This design comes from an exercise in tuning for small area, a short achievable clock period and few clock cycles per item on the open sky130 flow, not from production work.
In this exercise RTL edits were held to simulation tests only and were not proved equivalent to the original.

== build 94 ==
Design ffc_core, start of the top module:
module ffc_core (
    input  wire        clk,
    input  wire        rst_n,
    output wire        init_done,
    input  wire        cmd_valid,
    output wire        cmd_ready,
    input  wire [7:0]  cmd_op,
    input  wire [95:0] cmd_a,
    output wire        rsp_valid,
    input  wire        rsp_ready,
    output wire [95:0] rsp_data,
    output wire [7:0]  rsp_status
);
Size: ~4300 cells after synthesis, roughly 270 flip-flops, ~220 I/O pins, roughly 0.033 mm^2 of cells after synthesis.
clock: 13.0 ns
lec_check: 0
cap_margin: 40
core_margin: 2
core_utilization: 40
setup_slack_margin: 5
slew_margin: 40
synth_memory_max_bits: 16384
run.sh (not shown) runs the stock make flow with config.mk's settings and CLKGATE_MAP_FILE= SYNTH_SCRIPT=/design/flow/synth_recipe.tcl, a recipe that flattens the netlist after the stock synthesis.
Testbench counts of build 94, summed over its fixed seeds: cycles 19,665, items 4,800.
> inputs changed (build 94 -> build 88)
Settings: setting TNS_END_PERCENT to 0 for the first time.
## What came out
In the flow results for build 88 and build 94, the critical path depth is smaller on build 88.
Changes observed in build 88 relative to build 94: clock period minus worst slack moved up; sum of routed wire length over all layers moved down; achievable frequency moved down.
--- input diff build 88..build 24 ---
Settings: removing TNS_END_PERCENT (formerly 0); setting PLACE_DENSITY to 0.72 for the first time.
Results
- All-layer global routing usage essentially unchanged between build 24 and build 88.
- Taking build 88 as the reference, in build 24 fmax increased by about 3.2% relative to the old numbers, register-to-register slack went up 0.26 ns, synthesis-to-finish area growth moved up, global-route wire length before repair moved up.

========
== the baseline ==
Another version of the RTL of ffc_core (not shown whole).
Size: ~4100 cells after synthesis, roughly 220 I/O pins, about 31000 µm² of cells after synthesis.
==> flow/design.v (excerpt) <==
module ffc_core (
    input  wire        clk,
    input  wire        rst_n,
    output wire        init_done,
    input  wire        cmd_valid,
    output wire        cmd_ready,
    input  wire [7:0]  cmd_op,
    input  wire [95:0] cmd_a,
    output wire        rsp_valid,
    input  wire        rsp_ready,
    output wire [95:0] rsp_data,
    output wire [7:0]  rsp_status
);
export LEC_CHECK = 0
export CAP_MARGIN = 20
export CORE_MARGIN = 2
export CORE_UTILIZATION = 55
export SLEW_MARGIN = 20
export SYNTH_MEMORY_MAX_BITS = 16384
create_clock -name core_clock -period 13.0 [get_ports {clk}]
standard.sh (not shown) runs the stock make flow with config.mk's settings and CLKGATE_MAP_FILE= SYNTH_SCRIPT=/design/flow/synth_recipe.tcl, a recipe that flattens the netlist after the stock synthesis.
==> flow/flow/run.sh <==
#!/bin/bash
set -euo pipefail
MARGIN=$(cat "$(dirname "$0")/setup_margin")
bash standard.sh SETUP_SLACK_MARGIN="$MARGIN" finish > standard_flow.log 2>&1
==> flow/flow/setup_margin <==
8
As the logs show, the baseline stopped at global routing (5_1_grt) after a tool error, so it never reached the end of the flow.
Testbench counts of the baseline, summed over its fixed seeds: cycles 19,748, items 4,800.
What the candidate does differently from the baseline at the input level:
Settings: putting SETUP_SLACK_MARGIN at 5 where nothing was set.
==> flow/run.sh (new file) <==
#!/bin/bash
# synth_recipe.tcl (not shown) runs the flow's synth.tcl, then flattens the netlist and writes it again
# the make line also repeats each setting of config.mk as NAME=value (left out here)
make -C /OpenROAD-flow-scripts/flow DESIGN_CONFIG=/design/flow/config.mk WORK_HOME=/design/flow/orfs CLKGATE_MAP_FILE= SYNTH_SCRIPT=/design/flow/synth_recipe.tcl finish
removed: flow/flow/run.sh
removed: flow/flow/setup_margin
removed: flow/standard.sh
==> run summary <==
STATUS detailed placer's ending HPWL: the candidate loses against the baseline
As far as CTS buffer count goes, the baseline and the candidate are indistinguishable; the numbers are identical.
Area after detailed placement ended up 3.1% lower on the candidate than on the baseline.
Of the baseline and the candidate, the candidate shows the lower count of cells resized by post-cts repair, with the baseline above it.
The baseline has a higher pre-CTS setup slack than the candidate.
The candidate: all stages complete, timing, DRC and antenna checks passed
Against the baseline, the candidate comes in about 1.7% lower on routability-driven placement congestion ratio.
Number of buffers inserted by post-CTS setup repair down 89% in the candidate wrt the baseline

==> re-timing with driven ports <==
How much do the figures lean on ideal ports? The routed layouts below were timed once more, with nothing changed but the port constraints. Step 1 (the two cells are an assumption about what drives the block):
set clk [get_ports {clk}]
set_driving_cell -lib_cell sky130_fd_sc_hd__clkbuf_16 $clk
set_driving_cell -lib_cell sky130_fd_sc_hd__buf_2 [delete_from_list [all_inputs] $clk]
Step 2, shift: input delay + t, output delay - t, t = (earliest + latest rising clock arrival at the registers) / 2. This alone moves slack from input paths to output paths. Three values: ideal ports, drivers, drivers and shift; two values: the first two.
run	t (ns)	setup WS [ns]	worst setup path at the end
build 94	0.667	4.985 / 4.985 / 4.512	input to register
build 88	0.668	4.688 / 4.688 / 4.272	input to register
build 24	0.649	4.949 / 4.949 / 4.517	input to register
the candidate	0.687	4.803 / 4.803 / 4.604	input to register
After both steps every run listed still meets setup and hold. For build 94, which loses most, drivers alone change the setup slack by 0.000 ns; drivers and shift together by -0.473 ns.
